What follows belongs to an exercise in optimizing a design on an open flow for small area and few clock cycles; a production flow would make more cautious choices.
At most, simulation tests tie the RTL to the original design; equivalence was not proved.
The RTL of run 2 was laid out without a check of its function.
Power is estimated from default activity; no workload was simulated.

### flow/design.v
module ioga (
    input  wire        clk,
    input  wire        rst,
    input  wire        tx_valid,
    output wire        tx_ready,
    input  wire [15:0] tx_code,
    input  wire [31:0] tx_data,
    output wire        rsp_valid,
    output reg  [31:0] rsp_data,
    output wire [1:0]  rsp_status,    
    output wire        rsp_tc,        
    output wire        rsp_devwr,     
    output wire        irq_line,
    output wire        nmi_line,
    output wire        mem_req,
    output wire        mem_we,
    output wire [31:0] mem_addr,
    output wire [7:0]  mem_wdata,
    input  wire        mem_ack,
    input  wire [7:0]  mem_rdata,
    input  wire        mem_err
);
    reg [7:0]  vec_vector [0:15];
    reg [15:0] vec_ext, vec_int, vec_pend, vec_forced;
    reg [7:0]  softlo;
    reg [7:0]  sh_vector [0:7];
    reg [7:0]  sh_pend, sh_forced;
    reg        nmi_en, nmi_edge, nmi_pend;
    reg        a_irq, a_nmi;
    reg [4:0]  a_idx;
    reg [15:0] tmr1_count;
    reg [29:0] tmr2_count, tmr3_count;
    reg [3:1]  tmr_run, tmr_exp;
    reg [31:0] presc, dma_addr, dma_vaddr, dma_count, dma_ctrl;
    reg        dma_act;       
    reg        dma_drq;
    reg        busy;          
    reg        last_q;        
    integer    ir, ib, ip, ie, iw, ia;
    reg [7:0]  wdata_q;
    wire [3:0] cls = tx_code[15:12];
    wire [3:0] grp = tx_code[11:8];
    wire [7:0] idx = tx_code[7:0];
    wire [31:0] w  = tx_data;
    wire       lvl = tx_data[0];
    wire i0   = (idx == 8'd0);
    wire i16  = (idx[7:4] == 4'd0);
    wire i8   = (idx[7:3] == 5'd0);
    wire i4   = (idx[7:2] == 6'd0);
    reg legal;
    always @* begin
        case (cls)
            4'h0, 4'h1:
                case (grp)
                    4'h0:    legal = i16;
                    4'h2:    legal = i8;
                    4'h4:    legal = i4;
                    4'h1, 4'h3, 4'h5, 4'h6, 4'h7, 4'h8, 4'h9:
                             legal = i0;
                    default: legal = 1'b0;
                endcase
            4'h2:    legal = (grp[3:1] == 3'd0) ? i16 : (grp[3:2] == 2'd0) & i0;
            4'h3:    legal = (grp[3:2] == 2'd0) & i0;
            4'h4:    legal = (grp == 4'h0) ? i4 : (grp == 4'h1) & i0;
            4'h5:    legal = (grp == 4'h0) & i0;
            default: legal = 1'b0;
        endcase
    end
    wire is_rd   = (cls == 4'h0);
    wire is_wr   = (cls == 4'h1);
    wire is_ln   = (cls == 4'h2);
    wire is_ack  = (cls == 4'h3);
    wire is_tick = (cls == 4'h4) & ~grp[0];
    wire is_dstp = (cls == 4'h4) &  grp[0];
    wire is_rstx = (cls == 4'h5);
    wire needs_mem = is_dstp & legal & dma_act & dma_drq;
    assign tx_ready = ~busy;
    wire accept   = tx_valid & ~busy;
    wire ex       = accept & ~needs_mem;       
    wire exl      = ex & legal;
    wire mem_done = busy & mem_ack;
    wire mem_ok   = mem_done & ~mem_err;
    wire clr = rst | (exl & is_rstx);
    wire [15:0] dec16 = 16'h1 << idx[3:0];
    wire wr_vec   = exl & is_wr & (grp == 4'h0) & ~w[8];
    wire wr_vecf  = exl & is_wr & (grp == 4'h0);
    wire wr_slo   = exl & is_wr & (grp == 4'h1);
    wire wr_shi   = exl & is_wr & (grp == 4'h2) & ~w[8];
    wire wr_shif  = exl & is_wr & (grp == 4'h2);
    wire wr_nmi   = exl & is_wr & (grp == 4'h3);
    wire wr_tmr   = exl & is_wr & (grp == 4'h4);
    wire wr_presc = exl & is_wr & (grp == 4'h5);
    wire wr_daddr = exl & is_wr & (grp == 4'h6);
    wire wr_dvadr = exl & is_wr & (grp == 4'h7);
    wire wr_dcnt  = exl & is_wr & (grp == 4'h8);
    wire wr_dctrl = exl & is_wr & (grp == 4'h9);
    wire ln_irq   = exl & is_ln & (grp == 4'h0);
    wire ln_soft  = exl & is_ln & (grp == 4'h1);
    wire ln_nmi   = exl & is_ln & (grp == 4'h2);
    wire ln_drq   = exl & is_ln & (grp == 4'h3);
    wire ack_irq  = exl & is_ack & (grp[1:0] == 2'd0) & a_irq;
    wire ack_nmi  = exl & is_ack & (grp[1:0] == 2'd1) & a_nmi;
    wire tick     = exl & is_tick;
    wire       sel_adr = busy & ~mem_err;
    wire       sel_cnt = busy | is_dstp | (is_ln & grp[1] & grp[0]);
    wire [3:0] sg = sel_adr ? 4'h6 :
                    sel_cnt ? 4'h8 :
                    is_ack  ? {2'b00, a_idx[4], 1'b0} :
                    is_tick ? 4'h4 : grp;
    wire [3:0] si = is_ack ? {a_idx[3] & ~a_idx[4], a_idx[2:0]} : idx[3:0];
    wire [15:0] gs  = 16'h1 << sg;
    wire [15:0] sid = 16'h1 << si;
    reg [31:0] rd;
    always @* begin
        rd = 32'h0;
        for (ir = 0; ir < 16; ir = ir + 1)
            rd = rd | ({32{gs[0] & sid[ir]}} &
                       {19'h0, vec_int[ir], 2'b00, vec_ext[ir], vec_pend[ir], vec_vector[ir]});
        for (ir = 0; ir < 8; ir = ir + 1)
            rd = rd | ({32{gs[2] & sid[ir]}} & {23'h0, sh_pend[ir], sh_vector[ir]});
        rd = rd | ({32{gs[1]}} & {24'h0, softlo});
        rd = rd | ({32{gs[3]}} & {27'h0, nmi_en, nmi_pend, 1'b0, nmi_edge, 1'b0});
        rd = rd | ({32{gs[4] & sid[0]}} & 32'h4000_0000);
        rd = rd | ({32{gs[4] & sid[1]}} & {14'h0, tmr_exp[1], tmr_run[1], tmr1_count});
        rd = rd | ({32{gs[4] & sid[2]}} & {tmr_exp[2], tmr_run[2], tmr2_count});
        rd = rd | ({32{gs[4] & sid[3]}} & {tmr_exp[3], tmr_run[3], tmr3_count});
        rd = rd | ({32{gs[5]}} & presc);
        rd = rd | ({32{gs[6]}} & dma_addr);
        rd = rd | ({32{gs[7]}} & dma_vaddr);
        rd = rd | ({32{gs[8]}} & dma_count);
        rd = rd | ({32{gs[9]}} & dma_ctrl);
    end
    wire [7:0] act_vec = (a_idx[4:3] == 2'b10) ? {1'b1, a_idx[2:0], 4'hF} : rd[7:0];
    wire        up = busy & (mem_err | ~dma_ctrl[1]);
    reg  [31:0] dec;
    reg         bw;
    always @* begin
        bw = 1'b1;
        for (ib = 0; ib < 32; ib = ib + 1) begin
            dec[ib] = rd[ib] ^ bw;
            bw     = bw & (rd[ib] ~^ up);
        end
    end
    wire        t1    = (idx[1:0] == 2'd1);
    wire        z_lo  = (rd[15:1] == 15'd0);
    wire        z_mid = (rd[29:16] == 14'd0);
    wire        z_hi  = (rd[31:30] == 2'd0);
    wire        tm_le1 = z_lo & (t1 | z_mid);                  
    wire        tm_nz  = rd[0] | ~tm_le1;                      
    wire        dc_le1 = z_lo & z_mid & z_hi;                  
    wire        dc_one = dc_le1 & rd[0];
    wire        dc_nz  = rd[0] | ~dc_le1;
    assign rsp_valid  = ex | mem_done;
    assign rsp_status = busy ? {1'b0, mem_err} : {~legal, 1'b0};
    assign rsp_tc     = busy & ~mem_err & last_q;
    assign rsp_devwr  = busy & ~mem_err & dma_ctrl[0];
    always @* begin
        if (busy)
            rsp_data = {24'h0, mem_rdata & {8{dma_ctrl[0] & ~mem_err}}};
        else if (legal & is_rd)
            rsp_data = rd;
        else if (legal & is_ack & ~grp[0] & a_irq)
            rsp_data = {24'h0, act_vec};
        else
            rsp_data = 32'h0;
    end
    assign mem_req   = busy | (tx_valid & needs_mem);
    assign mem_we    = ~dma_ctrl[0];
    assign mem_addr  = dma_addr;
    assign mem_wdata = busy ? wdata_q : tx_data[7:0];
    always @(posedge clk) begin
        if (rst)
            busy <= 1'b0;
        else if (accept & needs_mem)
            busy <= 1'b1;
        else if (mem_ack)
            busy <= 1'b0;
        if (accept & needs_mem) begin
            wdata_q <= tx_data[7:0];
            last_q  <= dc_one;
        end
    end
    wire [31:0] wd    = clr ? 32'h0 : ((~busy & is_wr) ? w : dec);
    wire [3:1] wsel = {idx[1:0] == 2'd3, idx[1:0] == 2'd2, idx[1:0] == 2'd1};
    wire       tmr_go = t1 ? w[16] : w[30];
    wire [3:1] t_load = {3{wr_tmr & tmr_go}} & wsel;
    wire [3:1] t_stop = {3{wr_tmr & ~tmr_go}} & wsel;
    wire [3:1] t_dec  = {3{tick & tm_nz}} & wsel & tmr_run;
    wire [3:1] t_exp  = {3{tick & tm_le1}} & wsel & tmr_run;
    wire       tick_exp = (tick & (idx[1:0] == 2'd0)) | (|t_exp);
    wire [15:0] ven = vec_ext | vec_int;
    wire [31:0] adec = 32'h1 << a_idx;
    reg [15:0] n_vec_pend;
    reg [7:0]  n_softlo, n_sh_pend;
    reg        n_nmi_pend;
    wire       v_dis = ~w[9] & ~w[12];
    wire [3:0] tsel  = {4{tick_exp}} & {idx[1:0] == 2'd3, idx[1:0] == 2'd2,
                                       idx[1:0] == 2'd1, idx[1:0] == 2'd0};
    reg        vs, vc;
    always @* begin
        for (ip = 0; ip < 16; ip = ip + 1) begin
            vs = dec16[ip] & ((wr_vec & vec_forced[ip]) | (ln_irq & lvl & ven[ip]));
            vc = (dec16[ip] & ((wr_vec & ~vec_forced[ip] & v_dis) | (ln_irq & ~lvl))) |
                 (ack_irq & adec[ip]);
            if (ip >= 12) vs = vs | (tsel[ip - 12] & ven[ip]);
            n_vec_pend[ip] = ~clr & (vs | (vec_pend[ip] & ~vc));
        end
        for (ip = 0; ip < 8; ip = ip + 1) begin
            vs = (wr_slo & w[ip]) | (ln_soft & ~idx[3] & dec16[ip] & lvl);
            vc = (ln_soft & ~idx[3] & dec16[ip] & ~lvl) | (ack_irq & adec[16 + ip]);
            n_softlo[ip] = ~clr & (vs | (softlo[ip] & ~vc));
            vs = (ln_soft & idx[3] & dec16[ip + 8] & lvl) | (wr_shi & dec16[ip] & sh_forced[ip]);
            vc = (ln_soft & idx[3] & dec16[ip + 8] & ~lvl) | (ack_irq & adec[24 + ip]);
            n_sh_pend[ip] = ~clr & (vs | (sh_pend[ip] & ~vc));
        end
        n_nmi_pend = ~clr & ((ln_nmi & lvl & nmi_en) | (nmi_pend & ~(ln_nmi & ~lvl) & ~ack_nmi));
    end
    wire none_b   = ~a_irq & ~a_nmi;
    wire kill_vec = wr_vec & ~vec_forced[idx[3:0]] & v_dis &
                    a_irq & (a_idx == {1'b0, idx[3:0]});
    wire end_act  = kill_vec | ack_irq | ack_nmi;
    wire set_nmi = ln_nmi & lvl & nmi_en;
    wire set_irq = (ln_irq & lvl & ven[idx[3:0]]) | (wr_vec & vec_forced[idx[3:0]]) |
                   (tick_exp & ven[{2'b11, idx[1:0]}]) | (ln_soft & lvl) |
                   (wr_slo & (|w[7:0])) | (wr_shi & sh_forced[idx[2:0]]);
    reg [2:0] slo_first;
    always @* begin
        slo_first = 3'd0;
        for (ie = 7; ie >= 0; ie = ie - 1)
            if (w[ie]) slo_first = ie[2:0];
    end
    wire [4:0] new_idx = is_ln  ? {grp[0], idx[3:0]} :
                         is_tick ? {3'b011, idx[1:0]} :
                         grp[1]  ? {2'b11, idx[2:0]} :
                         grp[0]  ? {2'b10, slo_first} : {1'b0, idx[3:0]};
    wire [31:0] pend_all = {sh_pend, softlo, vec_pend} & ~(adec & {32{a_irq}});
    reg  [15:0] pv1;  reg [15:0] pi1;
    reg  [7:0]  pv2;  reg [15:0] pi2;
    reg  [3:0]  pv3;  reg [11:0] pi3;
    reg  [1:0]  pv4;  reg [7:0]  pi4;
    reg  [4:0]  prio;
    always @* begin
        for (ie = 0; ie < 16; ie = ie + 1) begin
            pv1[ie] = pend_all[2*ie] | pend_all[2*ie+1];
            pi1[ie] = ~pend_all[2*ie];
        end
        for (ie = 0; ie < 8; ie = ie + 1) begin
            pv2[ie] = pv1[2*ie] | pv1[2*ie+1];
            pi2[2*ie +: 2] = pv1[2*ie] ? {1'b0, pi1[2*ie]} : {1'b1, pi1[2*ie+1]};
        end
        for (ie = 0; ie < 4; ie = ie + 1) begin
            pv3[ie] = pv2[2*ie] | pv2[2*ie+1];
            pi3[3*ie +: 3] = pv2[2*ie] ? {1'b0, pi2[4*ie +: 2]} : {1'b1, pi2[4*ie+2 +: 2]};
        end
        for (ie = 0; ie < 2; ie = ie + 1) begin
            pv4[ie] = pv3[2*ie] | pv3[2*ie+1];
            pi4[4*ie +: 4] = pv3[2*ie] ? {1'b0, pi3[6*ie +: 3]} : {1'b1, pi3[6*ie+3 +: 3]};
        end
        prio = pv4[0] ? {1'b0, pi4[3:0]} : {1'b1, pi4[7:4]};
    end
    wire anyp = pv4[0] | pv4[1];
    reg n_a_nmi, n_a_irq;
    always @* begin
        if (clr) begin
            n_a_nmi = 1'b0;
            n_a_irq = 1'b0;
        end else if (none_b) begin
            n_a_nmi = set_nmi;
            n_a_irq = ~set_nmi & set_irq;
        end else if (end_act) begin
            n_a_nmi = a_irq & nmi_pend;
            n_a_irq = ~(a_irq & nmi_pend) & anyp;
        end else begin
            n_a_nmi = a_nmi;
            n_a_irq = a_irq;
        end
    end
    assign irq_line = n_a_irq;
    assign nmi_line = n_a_nmi;
    always @(posedge clk) begin
        vec_pend <= n_vec_pend;
        softlo   <= n_softlo;
        sh_pend  <= n_sh_pend;
        nmi_pend <= n_nmi_pend;
        a_irq    <= n_a_irq;
        a_nmi    <= n_a_nmi;
        if (none_b | end_act)
            a_idx <= none_b ? new_idx : prio;
    end
    always @(posedge clk) begin
        for (iw = 0; iw < 16; iw = iw + 1) begin
            if (clr | (wr_vec & dec16[iw])) begin
                vec_vector[iw] <= wd[7:0];
                vec_ext[iw]    <= wd[9];
                vec_int[iw]    <= wd[12];
            end
            if (clr | (wr_vecf & dec16[iw]))
                vec_forced[iw] <= wd[8];
        end
        for (iw = 0; iw < 8; iw = iw + 1) begin
            if (clr | (wr_shi & dec16[iw]))
                sh_vector[iw] <= wd[7:0];
            if (clr | (wr_shif & dec16[iw]))
                sh_forced[iw] <= wd[8];
        end
    end
    always @(posedge clk) begin
        if (clr | wr_nmi) begin
            nmi_en   <= wd[4];
            nmi_edge <= wd[1];
        end else if (ln_nmi & lvl & nmi_en & nmi_edge) begin
            nmi_en   <= 1'b0;
        end
    end
    always @(posedge clk) begin
        if (clr | t_load[1] | t_dec[1]) tmr1_count <= wd[15:0];
        if (clr | t_load[2] | t_dec[2]) tmr2_count <= wd[29:0];
        if (clr | t_load[3] | t_dec[3]) tmr3_count <= wd[29:0];
        if (clr) begin
            tmr_run <= 3'b000;
            tmr_exp <= 3'b000;
        end else begin
            tmr_run <= (tmr_run | t_load) & ~t_stop & ~t_exp;
            tmr_exp <= (tmr_exp & ~t_load) | t_exp;
        end
    end
    always @(posedge clk) begin
        if (clr | wr_presc) presc     <= wd;
        if (clr | wr_dvadr) dma_vaddr <= wd;
        if (clr | wr_dctrl) dma_ctrl  <= wd;
        if (clr | wr_daddr | mem_ok)
            dma_addr <= wd;
        if (clr | wr_dcnt | (accept & needs_mem) | (mem_done & mem_err))
            dma_count <= wd;
        if (clr)
            dma_drq <= 1'b0;
        else if (ln_drq)
            dma_drq <= lvl;
        if (clr | (wr_dcnt & (w == 32'h0)) | (mem_ok & last_q))
            dma_act <= 1'b0;
        else if (ln_drq & lvl & ~dma_drq & dc_nz)
            dma_act <= 1'b1;
    end
endmodule
### flow/flow/run.sh
#!/bin/bash


export BUFFER_PORTS_ARGS="-buffer_cell sky130_fd_sc_hd__buf_1"
export CTS_ARGS="-sink_clustering_enable -repair_clock_nets -dont_use_dummy_load -buf_list sky130_fd_sc_hd__clkbuf_16 -sink_clustering_size 20 -sink_clustering_max_diameter 80"
bash standard.sh > standard.log 2>&1
### flow/standard.sh
#!/bin/bash
# synth_recipe.tcl (not shown) runs the flow's synth.tcl, then flattens the netlist and writes it again
# the make line also repeats each setting of config.mk as NAME=value (left out here)
make -C /OpenROAD-flow-scripts/flow DESIGN_CONFIG=/design/flow/config.mk WORK_HOME=/design/flow/orfs CLKGATE_MAP_FILE= SYNTH_SCRIPT=/design/flow/synth_recipe.tcl "${@:-finish}"
### flow/config.mk
export PLATFORM = sky130hd
export DESIGN_NAME = ioga
export DESIGN_NICKNAME = ioga
export VERILOG_FILES = /design/flow/design.v
export SDC_FILE = /design/flow/constraint.sdc
export NUM_CORES = 4
export LEC_CHECK = 0
export ABC_AREA = 1
export CAP_MARGIN = 20
export CORE_MARGIN = 2
export CORE_UTILIZATION = 60
export SLEW_MARGIN = 20
### flow/constraint.sdc
create_clock -name core_clock -period 10.0 [get_ports {clk}]
set_input_delay 2.0000 -clock core_clock [delete_from_list [all_inputs] [get_ports {clk}]]
set_output_delay 2.0000 -clock core_clock [all_outputs]
set_load 0.01 [all_outputs]
==> results of run 1 <==
worst max-delay path, delay by kind of cell:
kind / cells / cell delay (ns)
buffers and inverters: 8 / 1.44
AND/OR/NAND/NOR: 20 / 3.35
AO/OA/AOI/OAI: 2 / 0.49
stage by stage:
| step | hold slack [ns] | utilization (%) | worst slack [ns] | power [mW] | area, µm² |
|---|---|---|---|---|---|
| after global routing | 0.5090 | 66.26 | 0.4448 | 5.166 | 28600 |
| after CTS | 0.4932 | 66.11 | 0.8212 | 4.999 | 28540 |
| after global placement | 0.4752 | 64.03 | 0.9328 | 3.654 | 27640 |
| after detailed placement | 0.4826 | 64.03 | 0.8457 | 3.680 | 27640 |
| final | 0.4945 | 66.26 | 0.6876 | 5.039 | 28610 |
| after floorplan | 0.4479 | - | 2.474 | 3.372 | 26310 |
per-layer routing:
metal  global-route usage (%)  vias to the layer above  share of wire [%]
met4                    18.56                        0                4.9
met2                    58.98                     1863                 44
met3                    8.436                      264                 14
li1                         -                     9764                  -
met1                    57.20                    10580                 37
met5                        0                        -                  0
cell families (layout without fill, tap and decap cells):
family                 Yosys count  after routing  synth area share [%]
AO/OA/AOI/OAI                  435            435                 10.28
XOR/XNOR                        12             12                0.3995
buffers and inverters          399            546                 6.198
flip-flops                     544            544                 60.43
other                            0              1                     0
AND/OR/NAND/NOR               1356           1356                 22.70
registers in the layout, summed over array words and instances, names as in the netlist, 3 cells and up:
register / flops
dma_addr: 32
vec_pend: 16
tmr_run: 3
sh_forced: 8
sh_vector: 64
tmr_exp: 3
a_idx: 5
wdata_q: 8
tmr2_count: 30
softlo: 8
tmr3_count: 30
tmr1_count: 16
vec_forced: 16
dma_vaddr: 32
presc: 32
vec_ext: 16
dma_count: 32
vec_vector: 128
dma_ctrl: 32
sh_pend: 8
vec_int: 16
power by group:
part           total, mW  internal, mW  switching [mW]
Sequential          2.98          2.88          0.0999
Clock               1.36         0.640           0.720
Combinational      0.698         0.148           0.550
Total               5.04          3.67            1.37
how the worst max path moves through the flow:
stage                      from           to  slack, ns  cells after the start
CTS                 tx_code[12]     irq_line       0.82                     30
detailed placement  tx_code[12]     irq_line       0.85                     30
global route         tx_code[1]     irq_line       0.44                     22
global placement    tx_code[12]     irq_line       0.93                     30
floorplan            tx_code[2]  dma_ctrl[0]       2.47                     14
finish              tx_code[12]     irq_line       0.69                     30
final cells by class:
| cell class | count | area (µm²) | area share, % |
|---|---|---|---|
| Clock buffer | 36 | 900.9 | 3.149 |
| Timing Repair Buffer | 202 | 1023 | 3.578 |
| Antenna cell | 1 | 2.502 | 0.008747 |
| Sequential cell | 544 | 15900 | 55.56 |
| Inverter | 308 | 1165 | 4.072 |
| Tap cell | 585 | 732.0 | 2.559 |
| Multi-Input combinational cell | 1803 | 8889 | 31.07 |
cell usage after synthesis (7+ instances only):
cell,instances
sky130_fd_sc_hd__a211oi_1,7
sky130_fd_sc_hd__a21oi_1,64
sky130_fd_sc_hd__a221oi_1,18
sky130_fd_sc_hd__a22o_1,16
sky130_fd_sc_hd__a31oi_1,18
sky130_fd_sc_hd__buf_2,24
sky130_fd_sc_hd__buf_6,10
sky130_fd_sc_hd__clkbuf_1,51
sky130_fd_sc_hd__clkinv_1,11
sky130_fd_sc_hd__dfxtp_1,44
sky130_fd_sc_hd__edfxtp_1,500
sky130_fd_sc_hd__inv_1,284
sky130_fd_sc_hd__inv_2,9
sky130_fd_sc_hd__nand2_1,684
sky130_fd_sc_hd__nand2_2,13
sky130_fd_sc_hd__nand3_1,220
sky130_fd_sc_hd__nand4_1,30
sky130_fd_sc_hd__nor2_1,287
sky130_fd_sc_hd__nor2_2,15
sky130_fd_sc_hd__nor2_4,11
sky130_fd_sc_hd__nor3_1,38
sky130_fd_sc_hd__nor4_1,18
sky130_fd_sc_hd__o211ai_1,10
sky130_fd_sc_hd__o21ai_0,186
sky130_fd_sc_hd__o21ai_1,14
sky130_fd_sc_hd__o221ai_1,41
sky130_fd_sc_hd__o22ai_1,20
sky130_fd_sc_hd__xor2_1,11
==> results by group, run 1 <==
Status
  – Run status: no timing/DRC/antenna violations

Routing
  – Average wire per standard cell: 26.36 µm
  – Overall routed net length: 91.72 mm
  – Number of DRC markers in iteration 0: 3662
  – Remaining DRCs: 0
  – Routed vias: 22470
  – Router iterations before antenna repair: 6
  – Average vias per placed instance: 6.458
  – Final antenna-violating net count: 0

Global route
  – Global-route wire length before repair: 131.7 mm
  – GRT Resource Usage Total: 39.96%
  – Remaining Overflow, GRT: 0
  – Antenna violations before repair: 1
  – Maximum number of pins on one net before global-route repair: 69
  – Vias in the first global route: 20850

Synth
  – Most area-consuming cells after synthesis: sky130_fd_sc_hd__edfxtp_1 (57%), sky130_fd_sc_hd__nand2_1 (9.8%), sky130_fd_sc_hd__nand3_1 (4.2%)
  – Share of flip-flops with an asynchronous set or reset after synthesis: 0%
  – Number of synthesized flops with an enable pin: 500
  – Avg Synthesized Cell Area: 9.579 µm²
  – Post-synth top area share: 57.08%
  – Register bit total from synthesis: 544
  – Cells after synthesis: 2746
  – Cell type with the highest aggregate area in the netlist: sky130_fd_sc_hd__edfxtp_1
  – Number of different library cells in the post-synthesis netlist: 70
  – Mapped Nets: 2807
  – Fraction of the yosys area taken by sequential cells: 60.43%
  – Predominant post-synthesis flop cell: sky130_fd_sc_hd__edfxtp_1
  – Netlist Area Pre-Place: 26310 µm²
  – Yosys warnings: 3

Timing
  – Worst slew margin: 22.68%
  – Final hold violation count: 0
  – Final period demand of the worst path: 9.312 ns
  – Setup Viol. Count Final: 0
  – Unrepaired setup endpoints after global routing: no
  – Final Max Slew Viols: 0
  – TNS Setup: 0 ns
  – Peak Freq: 107.4 MHz
  – Fin Clk Skew: 0.09113 ns
  – Worst Tran Pin Value: 1.158 ns
  – Tcrit/Tclk final: 93.12%

CTS
  – Clock network latency to the later pin of the worst-skew pair: 0.59 ns
  – Clock Tree Root: sky130_fd_sc_hd__clkbuf_16
  – Worst-case clock buffer depth: 3
  – Clock sink count: 544
  – CTS clock-pin slew for the worst setup and hold paths: 0.08 ns
  – Hold buffer count at cts: 0
  – Max H-tree Level: 2
  – TritonCTS buffer count: 36
  – Resized Gates After CTS: 0
  – Clock tree from TritonCTS: yes
  – Post-CTS setup buffer count: 0

Die
  – Die area: 45530 µm²
  – Effective utilization at floorplan: 60.93%
  – Row count: 76
  – Core area: 43170 µm²
  – Number of top-level design ports: 143
  – Horiz. Die Dim: 213.4 µm
  – Vertical extent of the die: 213.4 µm

Power and ir drop
  – Peak ir drop on the vdd network: 0.2089 mV
  – Pwr/cell area: 176.1 nW/µm²
  – Leakage power: 11.53 nW

Finish
  – Proportion of layout cells with a drive suffix above 1: 6.671%
  – FILL cells: 3433
  – Area delta synth->final: 8.752%
  – Fin nets: 2956
  – Post-Layout Cell Count: 3479
  – Most used cells in the layout excluding fill and tap cells: sky130_fd_sc_hd__nand2_1 (684), sky130_fd_sc_hd__edfxtp_1 (500), sky130_fd_sc_hd__nor2_1 (285)
  – Leading cell type in the layout, fill and taps excluded: sky130_fd_sc_hd__nand2_1

Critical path
  – Most prevalent standard cell on the critical path: sky130_fd_sc_hd__nand2_1
  – Kind of capture point of the worst setup path: output pin
  – Sort of element at the start of the critical path: primary input
  – Logic depth of the worst register-to-register path: 23
  – Flop-to-flop setup slack: 3.50 ns
  – Type of the setup path with the least slack: primary input to output pin
  – Startpoint of the lowest-slack register-to-register path: busy
  – Slowest cell on crit path: sky130_fd_sc_hd__o22ai_4
  – Endpoint of the worst register-to-register path: vec_forced[11]
  – Required time worst endpoint: 8.00 ns
  – Crit Path Max Fanout: 11
  – Crit path DAT: 7.31 ns
  – Delay contributed by the slowest stage of the critical path: 0.43 ns

Min path
  – Capture endpoint of the worst hold path: dma_drq
  – Worst Hold Class: flop to flop
  – Hold path cells: 2
  – Worst Min Path Start: dma_drq

Job
  – Max capacitance violation total: 0

Placement
  – Count of input and output buffers: 142
  – Last weighted congestion value of the routability-driven placer: 1.020
  – Number of cells after detailed placement: 3439
  – HPWL after detailed placement: 63.85 mm
Testbench counts, summed over its fixed seeds: cycles 33,113.
==> run 2, diff against run 1 <==
--- a/flow/design.v
+++ b/flow/design.v
@@ -132,21 +132,25 @@
     end
     wire [7:0] act_vec = (a_idx[4:3] == 2'b10) ? {1'b1, a_idx[2:0], 4'hF} : rd[7:0];
     wire        up = busy & (mem_err | ~dma_ctrl[1]);
+    wire [31:0] pr = rd ~^ {32{up}};
+    wire [3:0]  pg = {&pr[31:24], &pr[23:16], &pr[15:8], &pr[7:0]};
+    wire [3:0]  cg = {&pg[2:0], &pg[1:0], pg[0], 1'b1};
     reg  [31:0] dec;
     reg         bw;
     always @* begin
-        bw = 1'b1;
         for (ib = 0; ib < 32; ib = ib + 1) begin
+            if (ib % 8 == 0) bw = cg[ib / 8];
             dec[ib] = rd[ib] ^ bw;
-            bw     = bw & (rd[ib] ~^ up);
+            bw      = bw & pr[ib];
         end
     end
     wire        t1    = (idx[1:0] == 2'd1);
     wire        z_lo  = (rd[15:1] == 15'd0);
     wire        z_mid = (rd[29:16] == 14'd0);
     wire        z_hi  = (rd[31:30] == 2'd0);
-    wire        tm_le1 = z_lo & (t1 | z_mid);                  
-    wire        tm_nz  = rd[0] | ~tm_le1;                      
+    wire [3:1]  t_le1 = {tmr3_count[29:1] == 29'd0, tmr2_count[29:1] == 29'd0,
+                         tmr1_count[15:1] == 15'd0};
+    wire [3:1]  t_z   = t_le1 & ~{tmr3_count[0], tmr2_count[0], tmr1_count[0]};
     wire        dc_le1 = z_lo & z_mid & z_hi;                  
     wire        dc_one = dc_le1 & rd[0];
     wire        dc_nz  = rd[0] | ~dc_le1;
@@ -185,8 +189,8 @@
     wire       tmr_go = t1 ? w[16] : w[30];
     wire [3:1] t_load = {3{wr_tmr & tmr_go}} & wsel;
     wire [3:1] t_stop = {3{wr_tmr & ~tmr_go}} & wsel;
-    wire [3:1] t_dec  = {3{tick & tm_nz}} & wsel & tmr_run;
-    wire [3:1] t_exp  = {3{tick & tm_le1}} & wsel & tmr_run;
+    wire [3:1] t_dec  = {3{tick}} & wsel & tmr_run & ~t_z;
+    wire [3:1] t_exp  = {3{tick}} & wsel & tmr_run & t_le1;
     wire       tick_exp = (tick & (idx[1:0] == 2'd0)) | (|t_exp);
     wire [15:0] ven = vec_ext | vec_int;
     wire [31:0] adec = 32'h1 << a_idx;
==> flow/run.sh (new file) <==
#!/bin/bash
# synth_recipe.tcl (not shown) runs the flow's synth.tcl, then flattens the netlist and writes it again
# the make line also repeats each setting of config.mk as NAME=value (left out here)
make -C /OpenROAD-flow-scripts/flow DESIGN_CONFIG=/design/flow/config.mk WORK_HOME=/design/flow/orfs CLKGATE_MAP_FILE= SYNTH_SCRIPT=/design/flow/synth_recipe.tcl finish
--- a/flow/config.mk
+++ b/flow/config.mk
@@ -8,5 +8,5 @@
 export ABC_AREA = 1
 export CAP_MARGIN = 20
 export CORE_MARGIN = 2
-export CORE_UTILIZATION = 60
+export CORE_UTILIZATION = 50
 export SLEW_MARGIN = 20
removed: flow/flow/run.sh
removed: flow/standard.sh
==> results by group, run 2 <==
Critical path
  – Delay contributed by the slowest stage of the critical path: 0.60 ns (was 0.43 ns)
  – Slowest cell on crit path: sky130_fd_sc_hd__nor2_1 (was sky130_fd_sc_hd__o22ai_4)
  – Crit Path Max Fanout: 12 (was 11)
  – Kind of capture point of the worst setup path: output pin (unchanged)
  – Source of the critical timing path: tx_code[0] (was tx_code[12])
  – Required time worst endpoint: 8.00 ns (about the same)
  – Sort of element at the start of the critical path: primary input (unchanged)
  – Startpoint of the lowest-slack register-to-register path: busy (unchanged)
  – Crit path DAT: 7.14 ns (was 7.31 ns)
  – Type of the setup path with the least slack: primary input to output pin (unchanged)
  – Most prevalent standard cell on the critical path: sky130_fd_sc_hd__nand2_1 (unchanged)
  – CP cell instances: clkdlybuf4s50_1 -> inv_1 -> nand2_1 -> nor2_1 -> a211oi_1 -> o21ai_0 -> nand3_1 -> nor2_1 -> clkinv_1 -> nor2_1 -> nand2_1 -> nand3_1 -> nor2_1 -> nand2_1 -> nand2_1 -> o221ai_1 -> nand2_1 -> inv_1 -> clkdlybuf4s50_1

Finish
  – Final cell utilization of the core: 58.16% (was 66.26%)
  – Most used cells in the layout excluding fill and tap cells: sky130_fd_sc_hd__nand2_1 (649), sky130_fd_sc_hd__edfxtp_1 (500), sky130_fd_sc_hd__nor2_1 (321) (was sky130_fd_sc_hd__nand2_1 (684), sky130_fd_sc_hd__edfxtp_1 (500), sky130_fd_sc_hd__nor2_1 (285))
  – Flip-flop count of the largest register, all copies and words added: 128 (unchanged)
  – Proportion of layout cells with a drive suffix above 1: 8.068% (was 6.671%)
  – Largest registers: vec_vector x128, sh_vector x64 (unchanged)
  – Inserted Diodes: 0 (was 1)
  – Leading cell type in the layout, fill and taps excluded: sky130_fd_sc_hd__nand2_1 (unchanged)
  – Area delta synth->final: 15.25% (was 8.752%)
  – Finished Cell Area: 31240 µm² (was 28610 µm²)
  – Register containing the most flip-flops in the final layout: vec_vector (unchanged)
  – Fin nets: 3125 (was 2956)

Synth
  – Share of flip-flops with an asynchronous set or reset after synthesis: 0% (unchanged)
  – Parity-gate share of the synthesized area counting xor and xnor cells: 0.5170% (was 0.3995%)
  – Most area-consuming cells after synthesis: sky130_fd_sc_hd__edfxtp_1 (55%), sky130_fd_sc_hd__nand2_1 (9.0%), sky130_fd_sc_hd__nand3_1 (5.6%) (was sky130_fd_sc_hd__edfxtp_1 (57%), sky130_fd_sc_hd__nand2_1 (9.8%), sky130_fd_sc_hd__nand3_1 (4.2%))
  – Multiplexer fraction of the synthesized cell area: 0% (unchanged)
  – Register bit total from synthesis: 544 (unchanged)
  – Number of synthesized flops with an enable pin: 500 (unchanged)
  – Cell type with the highest aggregate area in the netlist: sky130_fd_sc_hd__edfxtp_1 (unchanged)
  – Share of the synthesized area in compound gates (AO/OA/AOI/OAI): 8.729% (was 10.28%)
  – Number of different library cells in the post-synthesis netlist: 64 (was 70)
  – Post-synth top area share: 55.39% (was 57.08%)
  – Avg Synthesized Cell Area: 9.324 µm² (was 9.579 µm²)
  – Combinational family with the most area after synthesis: simple AND/OR/NAND/NOR gates (unchanged)
  – Predominant post-synthesis flop cell: sky130_fd_sc_hd__edfxtp_1 (unchanged)
  – Synth Area in Simple Gates: 25.31% (was 22.70%)
  – Share of synthesized cell area in full adder, half adder and majority cells: 0% (unchanged)
  – Dominant cell by count in the synthesized netlist: sky130_fd_sc_hd__nand2_1 (unchanged)
  – Mapped Nets: 2968 (was 2807)
  – Yosys warnings: 3 (unchanged)
  – Netlist Area Pre-Place: 27100 µm² (was 26310 µm²)
  – Leading cell types by count after synthesis: sky130_fd_sc_hd__nand2_1 (650), sky130_fd_sc_hd__edfxtp_1 (500), sky130_fd_sc_hd__nor2_1 (324), sky130_fd_sc_hd__nand3_1 (303), sky130_fd_sc_hd__inv_1 (301) (was sky130_fd_sc_hd__nand2_1 (684), sky130_fd_sc_hd__edfxtp_1 (500), sky130_fd_sc_hd__nor2_1 (287), sky130_fd_sc_hd__inv_1 (284), sky130_fd_sc_hd__nand3_1 (220))
  – Cells after synthesis: 2907 (was 2746)
  – Fraction of the yosys area taken by sequential cells: 58.64% (was 60.43%)

Routing
  – Overall routed net length: 99.40 mm (was 91.72 mm)
  – Average wire per standard cell: 26.11 µm (was 26.36 µm)
  – Router iterations before antenna repair: 8 (was 6)
  – Number of DRC markers in iteration 0: 3308 (was 3662)
  – Final antenna-violating net count: 0 (unchanged)
  – Average vias per placed instance: 6.111 (was 6.458)
  – Routed vias: 23260 (was 22470)
  – Remaining DRCs: 0 (unchanged)

Placement
  – Area of placed instances: 29350 µm² (was 27640 µm²)
  – Last weighted congestion value of the routability-driven placer: 0.9990 (was 1.020)
  – Count of input and output buffers: 142 (unchanged)
  – HPWL after detailed placement: 72.26 mm (was 63.85 mm)

CTS
  – Clock sink count: 544 (unchanged)
  – Clock Tree Root: sky130_fd_sc_hd__clkbuf_16 (unchanged)
  – Clock tree from TritonCTS: yes (unchanged)
  – CTS clock-pin slew for the worst setup and hold paths: 0.06 ns (was 0.08 ns)
  – Worst-case clock buffer depth: 3 (unchanged)
  – Max H-tree Level: 2 (unchanged)
  – Resized Gates After CTS: 0 (unchanged)
  – Post-CTS setup buffer count: 0 (unchanged)
  – TritonCTS buffer count: 57 (was 36)
  – Clock network latency to the later pin of the worst-skew pair: 0.64 ns (was 0.59 ns)
  – Hold buffer count at cts: 0 (unchanged)

Power and ir drop
  – Switching pwr: 1.612 mW (was 1.370 mW)
  – Peak ir drop on the vdd network: 0.1835 mV (was 0.2089 mV)
  – Seq pwr share: 50.6% (was 59.1%)
  – Proportion of power drawn by combinational gates: 13.3% (was 13.8%)
  – PnR Total Power: 5.959 mW (was 5.039 mW)
  – Clock network fraction of total power: 36.1% (was 27.0%)
  – Leakage power: 12.69 nW (was 11.53 nW)
  – Internal power contribution: 4.347 mW (was 3.669 mW)
  – Switching power as a share of total power: 27.05% (was 27.19%)
  – Pwr/cell area: 190.8 nW/µm² (was 176.1 nW/µm²)

Timing
  – TNS Setup: 0 ns (unchanged)
  – Final Max Slew Viols: 0 (unchanged)
  – Worst slew margin: 25.47% (was 22.68%)
  – Setup Viol. Count Final: 0 (unchanged)
  – Worst Hold Slack: 0.4749 ns (was 0.4945 ns)
  – Final period demand of the worst path: 9.139 ns (was 9.312 ns)
  – Worst Tran Pin Value: 1.110 ns (was 1.158 ns)
  – Final hold violation count: 0 (unchanged)
  – Unrepaired setup endpoints after global routing: no (unchanged)
  – Fin Clk Skew: 0.04665 ns (was 0.09113 ns)
  – Peak Freq: 109.4 MHz (was 107.4 MHz)
  – Tcrit/Tclk final: 91.39% (was 93.12%)

Die
  – Effective utilization at floorplan: 50.47% (was 60.93%)
  – Core area: 53710 µm² (was 43170 µm²)
  – Horiz. Die Dim: 236.8 µm (was 213.4 µm)
  – Number of top-level design ports: 143 (unchanged)
  – Row count: 85 (was 76)
  – Vertical extent of the die: 236.8 µm (was 213.4 µm)
  – Die area: 56090 µm² (was 45530 µm²)

Min path
  – Worst Min Path Start: tmr_exp[3] (was dma_drq)
  – Worst Hold Class: flop to flop (unchanged)

Global route
  – Maximum number of pins on one net before global-route repair: 78 (was 69)
  – Vias in the first global route: 21330 (was 20850)
  – Remaining Overflow, GRT: 0 (unchanged)
  – Antenna violations before repair: 1 (unchanged)
  – Global-route wire length before repair: 143.9 mm (was 131.7 mm)
  – GRT Resource Usage Total: 35.11% (was 39.96%)

Job
  – Max capacitance violation total: 0 (unchanged)

Status
  – Run status: no timing/DRC/antenna violations (unchanged)
-- run 2: path summary, 6_finish.rpt --
check                                    endpoint  slack (ns)  cells after the start
worst max-delay path                     irq_line        0.86                     19
worst min-delay path                   tmr_exp[3]        0.47                      2
worst max register to register  vec_vector[10][7]        3.73                     25
worst min register to register         tmr_exp[3]        0.47                      2
-- run 2: power by group through the flow --
stage | clock [mW] | combinational [mW] | sequential, mW
detailed placement | 0 | 0.768 | 3.06
CTS | 2.17 | 0.772 | 3.01
global route | 2.26 | 0.842 | 3.04
finish | 2.15 | 0.795 | 3.01
global placement | 0 | 0.759 | 3.05
floorplan | 0 | 0.417 | 3.03
-- run 2: worst max-delay path, delay by kind of cell --
family / cells / cell delay (ns)
buffers and inverters: 5 / 1.66
AOI/OAI and AO/OA: 3 / 0.79
and+or+nand+nor: 11 / 2.69
-- run 2: area by class of cell --
| type | count | area [µm²] |
|---|---|---|
| inverters | 327 | 1235 |
| repair buffers | 209 | 1932 |
| flip-flops and latches | 544 | 15900 |
| well taps | 696 | 870.8 |
| fillers | 4666 | 22470 |
| clock buffers | 74 | 1511 |
| clock inverters | 32 | 357.8 |
| multi-input cells | 1925 | 9435 |
-- run 2: kinds of logic (layout without fill, tap and decap cells) --
| logic type | after synthesis | after routing |
|---|---|---|
| AOI/OAI and AO/OA | 387 | 387 |
| buffers and inverters | 438 | 642 |
| and+or+nand+nor | 1522 | 1522 |
| xor gates and xnor gates | 16 | 16 |
| DFF | 544 | 544 |
-- run 2: through the flow --
step	setup WS, ns	std cells
floorplan	2.346	2907
global placement	1.145	3700
detailed placement	1.048	3700
CTS	1.036	3806
global route	0.4833	3807
finish	0.8614	3807
-- run 2: per-layer routing --
metal / global-route usage, % / wire (µm) / up-vias
met5: 0 / 0 / -
met4: 11.93 / 3391 / 0
met3: 6.388 / 11480 / 184
met2: 52.65 / 43480 / 1502
met1: 51.54 / 41050 / 11140
li1: - / - / 10440
==> run 3, diff against run 2 <==
--- a/flow/design.v
+++ b/flow/design.v
@@ -103,10 +103,7 @@
     wire tick     = exl & is_tick;
     wire       sel_adr = busy & ~mem_err;
     wire       sel_cnt = busy | is_dstp | (is_ln & grp[1] & grp[0]);
-    wire [3:0] sg = sel_adr ? 4'h6 :
-                    sel_cnt ? 4'h8 :
-                    is_ack  ? {2'b00, a_idx[4], 1'b0} :
-                    is_tick ? 4'h4 : grp;
+    wire [3:0] sg = is_ack ? {2'b00, a_idx[4], 1'b0} : grp;
     wire [3:0] si = is_ack ? {a_idx[3] & ~a_idx[4], a_idx[2:0]} : idx[3:0];
     wire [15:0] gs  = 16'h1 << sg;
     wire [15:0] sid = 16'h1 << si;
@@ -131,29 +128,33 @@
         rd = rd | ({32{gs[9]}} & dma_ctrl);
     end
     wire [7:0] act_vec = (a_idx[4:3] == 2'b10) ? {1'b1, a_idx[2:0], 4'hF} : rd[7:0];
+    wire [3:1]  u_t = {3{is_tick & ~sel_cnt}} &
+                      {idx[1:0] == 2'd3, idx[1:0] == 2'd2, idx[1:0] == 2'd1};
+    wire        u_c = sel_cnt & ~sel_adr;
+    wire [31:0] uin = ({32{u_t[1]}} & {16'h0, tmr1_count}) |
+                      ({32{u_t[2]}} & {2'b00, tmr2_count}) |
+                      ({32{u_t[3]}} & {2'b00, tmr3_count}) |
+                      ({32{sel_adr}} & dma_addr) |
+                      ({32{u_c}} & dma_count);
     wire        up = busy & (mem_err | ~dma_ctrl[1]);
-    wire [31:0] pr = rd ~^ {32{up}};
-    wire [3:0]  pg = {&pr[31:24], &pr[23:16], &pr[15:8], &pr[7:0]};
-    wire [3:0]  cg = {&pg[2:0], &pg[1:0], pg[0], 1'b1};
     reg  [31:0] dec;
     reg         bw;
     always @* begin
+        bw = 1'b1;
         for (ib = 0; ib < 32; ib = ib + 1) begin
-            if (ib % 8 == 0) bw = cg[ib / 8];
-            dec[ib] = rd[ib] ^ bw;
-            bw      = bw & pr[ib];
+            dec[ib] = uin[ib] ^ bw;
+            bw     = bw & (uin[ib] ~^ up);
         end
     end
     wire        t1    = (idx[1:0] == 2'd1);
-    wire        z_lo  = (rd[15:1] == 15'd0);
-    wire        z_mid = (rd[29:16] == 14'd0);
-    wire        z_hi  = (rd[31:30] == 2'd0);
-    wire [3:1]  t_le1 = {tmr3_count[29:1] == 29'd0, tmr2_count[29:1] == 29'd0,
-                         tmr1_count[15:1] == 15'd0};
-    wire [3:1]  t_z   = t_le1 & ~{tmr3_count[0], tmr2_count[0], tmr1_count[0]};
+    wire        z_lo  = (uin[15:1] == 15'd0);
+    wire        z_mid = (uin[29:16] == 14'd0);
+    wire        z_hi  = (uin[31:30] == 2'd0);
+    wire        tm_le1 = z_lo & (t1 | z_mid);                  
+    wire        tm_nz  = uin[0] | ~tm_le1;                      
     wire        dc_le1 = z_lo & z_mid & z_hi;                  
-    wire        dc_one = dc_le1 & rd[0];
-    wire        dc_nz  = rd[0] | ~dc_le1;
+    wire        dc_one = dc_le1 & uin[0];
+    wire        dc_nz  = uin[0] | ~dc_le1;
     assign rsp_valid  = ex | mem_done;
     assign rsp_status = busy ? {1'b0, mem_err} : {~legal, 1'b0};
     assign rsp_tc     = busy & ~mem_err & last_q;
@@ -189,8 +190,8 @@
     wire       tmr_go = t1 ? w[16] : w[30];
     wire [3:1] t_load = {3{wr_tmr & tmr_go}} & wsel;
     wire [3:1] t_stop = {3{wr_tmr & ~tmr_go}} & wsel;
-    wire [3:1] t_dec  = {3{tick}} & wsel & tmr_run & ~t_z;
-    wire [3:1] t_exp  = {3{tick}} & wsel & tmr_run & t_le1;
+    wire [3:1] t_dec  = {3{tick & tm_nz}} & wsel & tmr_run;
+    wire [3:1] t_exp  = {3{tick & tm_le1}} & wsel & tmr_run;
     wire       tick_exp = (tick & (idx[1:0] == 2'd0)) | (|t_exp);
     wire [15:0] ven = vec_ext | vec_int;
     wire [31:0] adec = 32'h1 << a_idx;
==> flow/flow/run.sh (new file) <==
#!/bin/bash


export BUFFER_PORTS_ARGS="-buffer_cell sky130_fd_sc_hd__buf_1"
export CTS_ARGS="-sink_clustering_enable -repair_clock_nets -dont_use_dummy_load -buf_list sky130_fd_sc_hd__clkbuf_16 -sink_clustering_size 20 -sink_clustering_max_diameter 80"
bash standard.sh > standard.log 2>&1
==> flow/standard.sh (new file) <==
#!/bin/bash
# synth_recipe.tcl (not shown) runs the flow's synth.tcl, then flattens the netlist and writes it again
# the make line also repeats each setting of config.mk as NAME=value (left out here)
make -C /OpenROAD-flow-scripts/flow DESIGN_CONFIG=/design/flow/config.mk WORK_HOME=/design/flow/orfs CLKGATE_MAP_FILE= SYNTH_SCRIPT=/design/flow/synth_recipe.tcl "${@:-finish}"
--- a/flow/config.mk
+++ b/flow/config.mk
@@ -8,5 +8,5 @@
 export ABC_AREA = 1
 export CAP_MARGIN = 20
 export CORE_MARGIN = 2
-export CORE_UTILIZATION = 50
+export CORE_UTILIZATION = 60
 export SLEW_MARGIN = 20
removed: flow/run.sh
==> results by group, run 3 <==
Status
  – Run status: no timing/DRC/antenna violations (unchanged)

Global route
  – Antenna violations before repair: 1 (unchanged)
  – Vias in the first global route: 20210 (was 21330)
  – Remaining Overflow, GRT: 0 (unchanged)
  – Global-route wire length before repair: 132.8 mm (was 143.9 mm)
  – GRT Resource Usage Total: 41.02% (was 35.11%)
  – Maximum number of pins on one net before global-route repair: 77 (was 78)

Placement
  – Last weighted congestion value of the routability-driven placer: 1.043 (was 0.9990)
  – Worst setup timing slack at the placement stage: 1.537 ns (was 1.048 ns)
  – Count of input and output buffers: 142 (unchanged)
  – HPWL after detailed placement: 65.73 mm (was 72.26 mm)
  – Area of placed instances: 27460 µm² (was 29350 µm²)

Critical path
  – Most prevalent standard cell on the critical path: sky130_fd_sc_hd__nand2_1 (unchanged)
  – Delay contributed by the slowest stage of the critical path: 0.88 ns (was 0.60 ns)
  – Kind of capture point of the worst setup path: output pin (unchanged)
  – CP cell instances: buf_1 -> nor2_2 -> nand3_1 -> nand2_1 -> o21ai_0 -> nand2_1 -> inv_1 -> nand3_1 -> buf_4 -> clkinv_1 -> a221oi_1 -> o21ai_0 -> a2111oi_0 -> buf_4 -> nand3_1 -> nand2_1 -> nand2_1 -> buf_1 (was clkdlybuf4s50_1 -> inv_1 -> nand2_1 -> nor2_1 -> a211oi_1 -> o21ai_0 -> nand3_1 -> nor2_1 -> clkinv_1 -> nor2_1 -> nand2_1 -> nand3_1 -> nor2_1 -> nand2_1 -> nand2_1 -> o221ai_1 -> nand2_1 -> inv_1 -> clkdlybuf4s50_1)
  – Crit path DAT: 6.73 ns (was 7.14 ns)
  – Slowest cell on crit path: sky130_fd_sc_hd__clkinv_1 (was sky130_fd_sc_hd__nor2_1)
  – Crit Path Max Fanout: 17 (was 12)
  – Sort of element at the start of the critical path: primary input (unchanged)
  – Type of the setup path with the least slack: primary input to output pin (unchanged)
  – Number of buffers and inverters on the critical path: 6 (was 5)
  – Top Family by Delay on Critical Path: buffers and inverters (was simple AND/OR/NAND/NOR gates)
  – Required time worst endpoint: 8.00 ns (about the same)

Synth
  – Number of different library cells in the post-synthesis netlist: 68 (was 64)
  – Avg Synthesized Cell Area: 10.04 µm² (was 9.324 µm²)
  – Yosys warnings: 3 (unchanged)
  – Cells after synthesis: 2592 (was 2907)
  – Cell type with the highest aggregate area in the netlist: sky130_fd_sc_hd__edfxtp_1 (unchanged)
  – Netlist Area Pre-Place: 26030 µm² (was 27100 µm²)
  – Dominant cell by count in the synthesized netlist: sky130_fd_sc_hd__nand2_1 (unchanged)
  – Predominant post-synthesis flop cell: sky130_fd_sc_hd__edfxtp_1 (unchanged)
  – Share of flip-flops with an asynchronous set or reset after synthesis: 0% (unchanged)
  – Number of synthesized flops with an enable pin: 500 (unchanged)
  – Post-synth top area share: 57.68% (was 55.39%)
  – Fraction of the yosys area taken by sequential cells: 61.07% (was 58.64%)
  – Leading cell types by count after synthesis: sky130_fd_sc_hd__nand2_1 (625), sky130_fd_sc_hd__edfxtp_1 (500), sky130_fd_sc_hd__inv_1 (252), sky130_fd_sc_hd__nor2_1 (206), sky130_fd_sc_hd__o21ai_0 (166) (was sky130_fd_sc_hd__nand2_1 (650), sky130_fd_sc_hd__edfxtp_1 (500), sky130_fd_sc_hd__nor2_1 (324), sky130_fd_sc_hd__nand3_1 (303), sky130_fd_sc_hd__inv_1 (301))
  – Mapped Nets: 2653 (was 2968)
  – Register bit total from synthesis: 544 (unchanged)
  – Most area-consuming cells after synthesis: sky130_fd_sc_hd__edfxtp_1 (58%), sky130_fd_sc_hd__nand2_1 (9.0%), sky130_fd_sc_hd__inv_1 (3.6%) (was sky130_fd_sc_hd__edfxtp_1 (55%), sky130_fd_sc_hd__nand2_1 (9.0%), sky130_fd_sc_hd__nand3_1 (5.6%))

Die
  – Effective utilization at floorplan: 60.56% (was 50.47%)
  – Row count: 76 (was 85)
  – Core area: 42980 µm² (was 53710 µm²)
  – Number of top-level design ports: 143 (unchanged)
  – Die area: 45060 µm² (was 56090 µm²)
  – Horiz. Die Dim: 212.3 µm (was 236.8 µm)
  – Vertical extent of the die: 212.3 µm (was 236.8 µm)

Finish
  – Inserted Diodes: 0 (unchanged)
  – Area delta synth->final: 9.177% (was 15.25%)
  – Register containing the most flip-flops in the final layout: vec_vector (unchanged)
  – Most used cells in the layout excluding fill and tap cells: sky130_fd_sc_hd__nand2_1 (622), sky130_fd_sc_hd__edfxtp_1 (500), sky130_fd_sc_hd__inv_1 (251) (was sky130_fd_sc_hd__nand2_1 (649), sky130_fd_sc_hd__edfxtp_1 (500), sky130_fd_sc_hd__nor2_1 (321))
  – FILL cells: 3422 (was 4666)
  – Finished Cell Area: 28420 µm² (was 31240 µm²)
  – Final cell utilization of the core: 66.12% (was 58.16%)
  – Fin nets: 2799 (was 3125)
  – Proportion of layout cells with a drive suffix above 1: 6.798% (was 8.068%)
  – Flip-flop count of the largest register, all copies and words added: 128 (unchanged)
  – Leading cell type in the layout, fill and taps excluded: sky130_fd_sc_hd__nand2_1 (unchanged)
  – Largest registers: vec_vector x128, sh_vector x64 (unchanged)

Routing
  – Final antenna-violating net count: 0 (unchanged)
  – Number of DRC markers in iteration 0: 3940 (was 3308)
  – Routed vias: 22200 (was 23260)
  – Average vias per placed instance: 6.683 (was 6.111)
  – Average wire per standard cell: 27.95 µm (was 26.11 µm)
  – Router iterations before antenna repair: 8 (unchanged)
  – Remaining DRCs: 0 (unchanged)
  – Overall routed net length: 92.83 mm (was 99.40 mm)

Power and ir drop
  – PnR Total Power: 4.734 mW (was 5.959 mW)
  – Pwr/cell area: 166.6 nW/µm² (was 190.8 nW/µm²)
  – Peak ir drop on the vdd network: 0.1993 mV (was 0.1835 mV)
  – Leakage power: 10.49 nW (was 12.69 nW)

Timing
  – Worst slew margin: 19.92% (was 25.47%)
  – Unrepaired setup endpoints after global routing: no (unchanged)
  – Worst Tran Pin Value: 1.200 ns (was 1.110 ns)
  – Fin Clk Skew: 0.06546 ns (was 0.04665 ns)
  – Peak Freq: 114.5 MHz (was 109.4 MHz)
  – Final Max Slew Viols: 0 (unchanged)
  – Smallest setup slack after layout: 1.270 ns (was 0.8614 ns)
  – Final hold violation count: 0 (unchanged)
  – Final period demand of the worst path: 8.730 ns (was 9.139 ns)
  – Setup Viol. Count Final: 0 (unchanged)
  – Tcrit/Tclk final: 87.30% (was 91.39%)
  – TNS Setup: 0 ns (unchanged)

CTS
  – Clock sink count: 544 (unchanged)
  – Worst-case clock buffer depth: 3 (unchanged)
  – Clock Tree Root: sky130_fd_sc_hd__clkbuf_16 (unchanged)
  – Max H-tree Level: 2 (unchanged)
  – Clock network latency to the later pin of the worst-skew pair: 0.59 ns (was 0.64 ns)
  – CTS clock-pin slew for the worst setup and hold paths: 0.05 ns (was 0.06 ns)
  – TritonCTS buffer count: 38 (was 57)
  – Post-CTS setup buffer count: 0 (unchanged)
  – Resized Gates After CTS: 0 (unchanged)
  – Hold buffer count at cts: 0 (unchanged)
  – Clock tree from TritonCTS: yes (unchanged)

Job
  – Max capacitance violation total: 0 (unchanged)

Min path
  – Worst Hold Class: flop to flop (unchanged)
[run 3: worst paths after layout]
check	startpoint	end	slack, ns	cells past startpoint
hold / removal	vec_pend[10]	vec_pend[10]	0.48	2
setup reg to reg	busy	tmr2_count[1]	4.98	19
hold reg to reg	vec_pend[10]	vec_pend[10]	0.48	2
setup / recovery	tx_code[15]	rsp_data[1]	1.27	18
[run 3: power by group]
| part | internal [mW] | total (mW) | switching (mW) |
|---|---|---|---|
| Clock | 0.674 | 1.41 | 0.736 |
| Combinational | 0.109 | 0.486 | 0.376 |
| Sequential | 2.75 | 2.84 | 0.0893 |
| Total | 3.53 | 4.73 | 1.20 |
[run 3: cells by family (layout without fill, tap and decap cells)]
family                 count (synthesis)  after routing  share of synthesized area [%]
flip-flops                           544            544                          61.07
AO/OA/AOI/OAI                        534            534                          13.69
buffers and inverters                373            517                          5.600
XOR/XNOR                              22             22                         0.7403
AND/OR/NAND/NOR                     1118           1118                          18.86
multiplexers                           1              1                        0.03846
[run 3: layout make-up]
class	instances	area, µm²	area share [%]
timing repair buffer	196	943.4	3.320
inverter	283	1069	3.760
clock buffer	38	950.9	3.346
multi-input combinational	1675	8827	31.06
sequential	544	15900	55.93
tap	585	732.0	2.576
[run 3: per-stage QoR]
step                hold WS [ns]  instances
floorplan                 0.4399       2592
global placement          0.4628       3280
detailed placement        0.4735       3282
CTS                       0.4817       3320
global route              0.5104       3321
finish                    0.4827       3321
[run 3: worst min-delay path, cell delays in order, from the launching register on]
cell                       delay, ns
sky130_fd_sc_hd__dfxtp_1        0.31
sky130_fd_sc_hd__o221ai_1       0.06
sky130_fd_sc_hd__a21oi_1        0.06
[run 3: layer usage]
layer / wire, µm / track usage, %
met1: 35640 / 61.11
met2: 39780 / 59.36
met3: 13290 / 7.814
met4: 4104 / 17.05
met5: 12 / 0
Testbench counts of run 3, summed over its fixed seeds: cycles 33,113.
==> run 4, diff against run 3 <==
==> flow/flow/run.sh (replaced) <==
#!/bin/bash


export BUFFER_PORTS_ARGS="-buffer_cell sky130_fd_sc_hd__buf_1"
export CTS_ARGS="-sink_clustering_enable -repair_clock_nets -dont_use_dummy_load -buf_list sky130_fd_sc_hd__clkbuf_8 -sink_clustering_size 16 -sink_clustering_max_diameter 70"
bash standard.sh > standard.log 2>&1
--- a/flow/config.mk
+++ b/flow/config.mk
@@ -8,5 +8,5 @@
 export ABC_AREA = 1
 export CAP_MARGIN = 20
 export CORE_MARGIN = 2
-export CORE_UTILIZATION = 60
+export CORE_UTILIZATION = 70
 export SLEW_MARGIN = 20
==> results by group, run 4 <==
Status
  – Run status: no timing/DRC/antenna violations (unchanged)

Placement
  – Last weighted congestion value of the routability-driven placer: 1.093 (was 1.043)
  – HPWL after detailed placement: 67.44 mm (was 65.73 mm)
  – Count of input and output buffers: 142 (unchanged)
  – Number of cells after detailed placement: 3166 (was 3282)
  – Area of placed instances: 27300 µm² (was 27460 µm²)

Timing
  – Final hold violation count: 0 (unchanged)
  – Worst Tran Pin Value: 1.239 ns (was 1.200 ns)
  – Unrepaired setup endpoints after global routing: no (unchanged)
  – Final period demand of the worst path: 8.608 ns (was 8.730 ns)
  – Worst slew margin: 17.42% (was 19.92%)
  – Final Max Slew Viols: 0 (unchanged)
  – Setup Viol. Count Final: 0 (unchanged)
  – Peak Freq: 116.2 MHz (was 114.5 MHz)
  – Tcrit/Tclk final: 86.08% (was 87.30%)
  – Fin Clk Skew: 0.05971 ns (was 0.06546 ns)
  – TNS Setup: 0 ns (unchanged)

Power and ir drop
  – Peak ir drop on the vdd network: 0.1655 mV (was 0.1993 mV)
  – Leakage power: 10.34 nW (was 10.49 nW)
  – Pwr/cell area: 160.2 nW/µm² (was 166.6 nW/µm²)

Synth
  – Cells after synthesis: 2592 (unchanged)
  – Synth Area in Simple Gates: 18.86% (unchanged)
  – Predominant post-synthesis flop cell: sky130_fd_sc_hd__edfxtp_1 (unchanged)
  – Netlist Area Pre-Place: 26030 µm² (unchanged)
  – Share of the synthesized area in compound gates (AO/OA/AOI/OAI): 13.69% (unchanged)
  – Cell type with the highest aggregate area in the netlist: sky130_fd_sc_hd__edfxtp_1 (unchanged)
  – Share of flip-flops with an asynchronous set or reset after synthesis: 0% (unchanged)
  – Leading cell types by count after synthesis: sky130_fd_sc_hd__nand2_1 (625), sky130_fd_sc_hd__edfxtp_1 (500), sky130_fd_sc_hd__inv_1 (252), sky130_fd_sc_hd__nor2_1 (206), sky130_fd_sc_hd__o21ai_0 (166) (unchanged)
  – Number of synthesized flops with an enable pin: 500 (unchanged)
  – Register bit total from synthesis: 544 (unchanged)
  – Share of synthesized cell area in full adder, half adder and majority cells: 0% (unchanged)
  – Parity-gate share of the synthesized area counting xor and xnor cells: 0.7403% (unchanged)
  – Most area-consuming cells after synthesis: sky130_fd_sc_hd__edfxtp_1 (58%), sky130_fd_sc_hd__nand2_1 (9.0%), sky130_fd_sc_hd__inv_1 (3.6%) (unchanged)
  – Dominant cell by count in the synthesized netlist: sky130_fd_sc_hd__nand2_1 (unchanged)
  – Avg Synthesized Cell Area: 10.04 µm² (unchanged)
  – Post-synth top area share: 57.68% (unchanged)
  – Mapped Nets: 2653 (unchanged)
  – Fraction of the yosys area taken by sequential cells: 61.07% (unchanged)
  – Multiplexer fraction of the synthesized cell area: 0.03846% (unchanged)
  – Yosys warnings: 3 (unchanged)
  – Combinational family with the most area after synthesis: simple AND/OR/NAND/NOR gates (unchanged)
  – Number of different library cells in the post-synthesis netlist: 68 (unchanged)

Finish
  – Proportion of layout cells with a drive suffix above 1: 7.036% (was 6.798%)
  – Leading cell type in the layout, fill and taps excluded: sky130_fd_sc_hd__nand2_1 (unchanged)
  – Flip-flop count of the largest register, all copies and words added: 128 (unchanged)
  – Fin nets: 2806 (was 2799)
  – Most used cells in the layout excluding fill and tap cells: sky130_fd_sc_hd__nand2_1 (623), sky130_fd_sc_hd__edfxtp_1 (500), sky130_fd_sc_hd__inv_1 (251) (was sky130_fd_sc_hd__nand2_1 (622), sky130_fd_sc_hd__edfxtp_1 (500), sky130_fd_sc_hd__inv_1 (251))
  – Inserted Diodes: 0 (unchanged)
  – Finished Cell Area: 27910 µm² (was 28420 µm²)
  – Area delta synth->final: 7.244% (was 9.177%)
  – FILL cells: 2267 (was 3422)
  – Area taken by multi-input logic gates: 8825 µm² (was 8827 µm²)
  – Register area: 15900 µm² (unchanged)
  – Largest registers: vec_vector x128, sh_vector x64 (unchanged)
  – Post-Layout Cell Count: 3211 (was 3321)
  – Register containing the most flip-flops in the final layout: vec_vector (unchanged)

Die
  – Vertical extent of the die: 196.8 µm (was 212.3 µm)
  – Row count: 70 (was 76)
  – Core area: 36610 µm² (was 42980 µm²)
  – Horiz. Die Dim: 196.8 µm (was 212.3 µm)
  – Die area: 38740 µm² (was 45060 µm²)
  – Effective utilization at floorplan: 71.10% (was 60.56%)
  – Number of top-level design ports: 143 (unchanged)

Critical path
  – Flop-to-flop setup slack: 5.10 ns (was 4.98 ns)
  – Sort of element at the start of the critical path: primary input (unchanged)
  – Kind of capture point of the worst setup path: output pin (unchanged)
  – Endpoint of the worst register-to-register path: tmr2_count[12] (was tmr2_count[1])
  – Crit path DAT: 6.61 ns (was 6.73 ns)
  – CP cell instances: buf_1 -> nor2_2 -> nand3_1 -> inv_1 -> a21oi_1 -> nor2_1 -> inv_1 -> nor2_1 -> buf_4 -> nand2_1 -> o21ai_0 -> a221oi_1 -> nand4_1 -> a211oi_1 -> nand3_1 -> o311ai_0 -> nand2_1 -> buf_1 (was buf_1 -> nor2_2 -> nand3_1 -> nand2_1 -> o21ai_0 -> nand2_1 -> inv_1 -> nand3_1 -> buf_4 -> clkinv_1 -> a221oi_1 -> o21ai_0 -> a2111oi_0 -> buf_4 -> nand3_1 -> nand2_1 -> nand2_1 -> buf_1)
  – Logic depth of the worst register-to-register path: 18 (was 19)
  – Delay contributed by the slowest stage of the critical path: 0.76 ns (was 0.88 ns)
  – Type of the setup path with the least slack: primary input to output pin (unchanged)
  – Crit Path Max Fanout: 15 (was 17)
  – Source of the critical timing path: tx_code[15] (unchanged)
  – Slowest cell on crit path: sky130_fd_sc_hd__nor2_1 (was sky130_fd_sc_hd__clkinv_1)
  – Startpoint of the lowest-slack register-to-register path: busy (unchanged)
  – Required time worst endpoint: 8.00 ns (about the same)

CTS
  – Clock sink count: 544 (unchanged)
  – Post-CTS setup buffer count: 0 (unchanged)
  – Hold buffer count at cts: 0 (unchanged)
  – TritonCTS buffer count: 43 (was 38)
  – Clock Tree Root: sky130_fd_sc_hd__clkbuf_8 (was sky130_fd_sc_hd__clkbuf_16)
  – Max H-tree Level: 2 (unchanged)
  – Clock network latency to the later pin of the worst-skew pair: 0.69 ns (was 0.59 ns)
  – Worst-case clock buffer depth: 3 (unchanged)
  – CTS clock-pin slew for the worst setup and hold paths: 0.06 ns (was 0.05 ns)
  – Clock tree from TritonCTS: yes (unchanged)
  – Resized Gates After CTS: 0 (unchanged)

Routing
  – Length of routed wiring on met1: 31.14 mm (was 35.64 mm)
  – Overall routed net length: 99.14 mm (was 92.83 mm)
  – Number of DRC markers in iteration 0: 5155 (was 3940)
  – Average wire per standard cell: 30.88 µm (was 27.95 µm)
  – Amount of wire on met2 after detailed routing: 41.84 mm (was 39.78 mm)
  – Highest metal layer with signal wires: met5 (unchanged)
  – Router iterations before antenna repair: 11 (was 8)
  – Average vias per placed instance: 7.471 (was 6.683)
  – Final antenna-violating net count: 0 (unchanged)
  – Remaining DRCs: 0 (unchanged)
  – Routed vias: 23990 (was 22200)
  – Metal3 WL: 18.76 mm (was 13.29 mm)

Global route
  – Antenna violations before repair: 3 (was 1)
  – Global-route wire length before repair: 142.6 mm (was 132.8 mm)
  – Maximum number of pins on one net before global-route repair: 60 (was 77)
  – Vias in the first global route: 22380 (was 20210)
  – Remaining Overflow, GRT: 0 (unchanged)
  – GRT Resource Usage Total: 50.90% (was 41.02%)

Min path
  – Hold path cells: 2 (unchanged)
  – Worst Min Path Start: vec_pend[10] (unchanged)
  – Capture endpoint of the worst hold path: vec_pend[10] (unchanged)
  – Worst Hold Class: flop to flop (unchanged)

Job
  – Max capacitance violation total: 0 (unchanged)
[run 4: cell counts after synthesis]
Identical to the previous run, type by type.
[run 4: through the flow]
| step | setup WS (ns) | hold WS [ns] | power, mW | util (%) |
|---|---|---|---|---|
| 2_1_floorplan | 2.763 | 0.4399 | 3.117 | - |
| 4_1_cts | 1.154 | 0.4987 | 4.388 | 76.18 |
| 3_3_place_gp | 1.790 | 0.4687 | 3.315 | 74.57 |
| 5_1_grt | 1.091 | 0.5294 | 4.525 | 76.25 |
| 6_report | 1.392 | 0.4985 | 4.471 | 76.25 |
| 3_5_place_dp | 1.461 | 0.4834 | 3.351 | 74.57 |
[run 4: logic make-up (layout without fill, tap and decap cells)]
logic type | count (synthesis) | after routing
buf+inv | 373 | 524
flops | 544 | 544
xor+xnor | 22 | 22
compound gates | 534 | 534
simple gates | 1118 | 1118
mux | 1 | 1
[run 4: routing by layer]
| metal | up-vias | GRT usage [%] |
|---|---|---|
| met3 | 660 | 18.82 |
| met2 | 2811 | 73.93 |
| met1 | 10970 | 67.42 |
| li1 | 9533 | - |
| met5 | - | 0 |
| met4 | 10 | 26.90 |
[run 4: area by class of cell]
| cell class | instances | area share (%) |
|---|---|---|
| clock buffer | 43 | 2.120 |
| sequential | 544 | 56.94 |
| tap | 468 | 2.098 |
| inverter | 283 | 3.828 |
| timing repair buffer | 198 | 3.398 |
| multi-input combinational | 1675 | 31.61 |
[run 4: worst max-delay path by stage]
stage	to	slack [ns]
finish	rsp_data[6]	1.39
global route	rsp_data[4]	1.09
CTS	rsp_data[7]	1.15
detailed placement	rsp_data[7]	1.46
global placement	rsp_data[7]	1.79
floorplan	dma_addr[0]	2.76
[run 4: where the power goes]
| group | leakage [nW] | internal, mW | switching [mW] | total (mW) |
|---|---|---|---|---|
| clock network | 0.309 | 0.386 | 0.732 | 1.12 |
| logic | 4.67 | 0.108 | 0.390 | 0.497 |
| registers | 5.36 | 2.75 | 0.106 | 2.86 |
| total | 10.3 | 3.24 | 1.23 | 4.47 |
[run 4: critical path: cells and delay by family]
kind                   cells  cell delay (ns)
AOI/OAI and AO/OA          5             0.69
buffers and inverters      5             1.19
and+or+nand+nor            8             2.71

[separate check: timing with driven ports]
No port has a modelled driver above. Below, the same layouts with a new extraction and two added sets of constraints.
Step 1 (the two cells are an assumption about what drives the block):
set clk [get_ports {clk}]
set_driving_cell -lib_cell sky130_fd_sc_hd__clkbuf_16 $clk
set_driving_cell -lib_cell sky130_fd_sc_hd__buf_2 [delete_from_list [all_inputs] $clk]
Step 2, shift: input delay + t, output delay - t, t = (earliest + latest rising clock arrival at the registers) / 2. This alone moves slack from input paths to output paths.
a / b / c = ideal ports / drivers / drivers and shift; a / b = the first two.
| run | t, ns | setup WS [ns] | worst setup path at the end | latest minus earliest clock arrival (ns) | slew at the worst register clock pin (ns) |
|---|---|---|---|---|---|
| run 1 | 0.608 | 0.688 / 0.657 / 0.657 | input to output | 0.091 / 0.091 | 0.09 / 0.09 |
| run 2 | 0.682 | 0.861 / 0.828 / 0.828 | input to output | 0.046 / 0.047 | 0.07 / 0.07 |
| run 3 | 0.627 | 1.270 / 1.247 / 1.247 | input to output | 0.069 / 0.069 | 0.08 / 0.08 |
| run 4 | 0.724 | 1.392 / 1.367 / 1.367 | input to output | 0.071 / 0.071 | 0.12 / 0.12 |
After both steps every run listed still meets setup and hold. The setup slack of run 2, which loses most, moves by -0.033 ns with the drivers and by -0.033 ns with both steps.
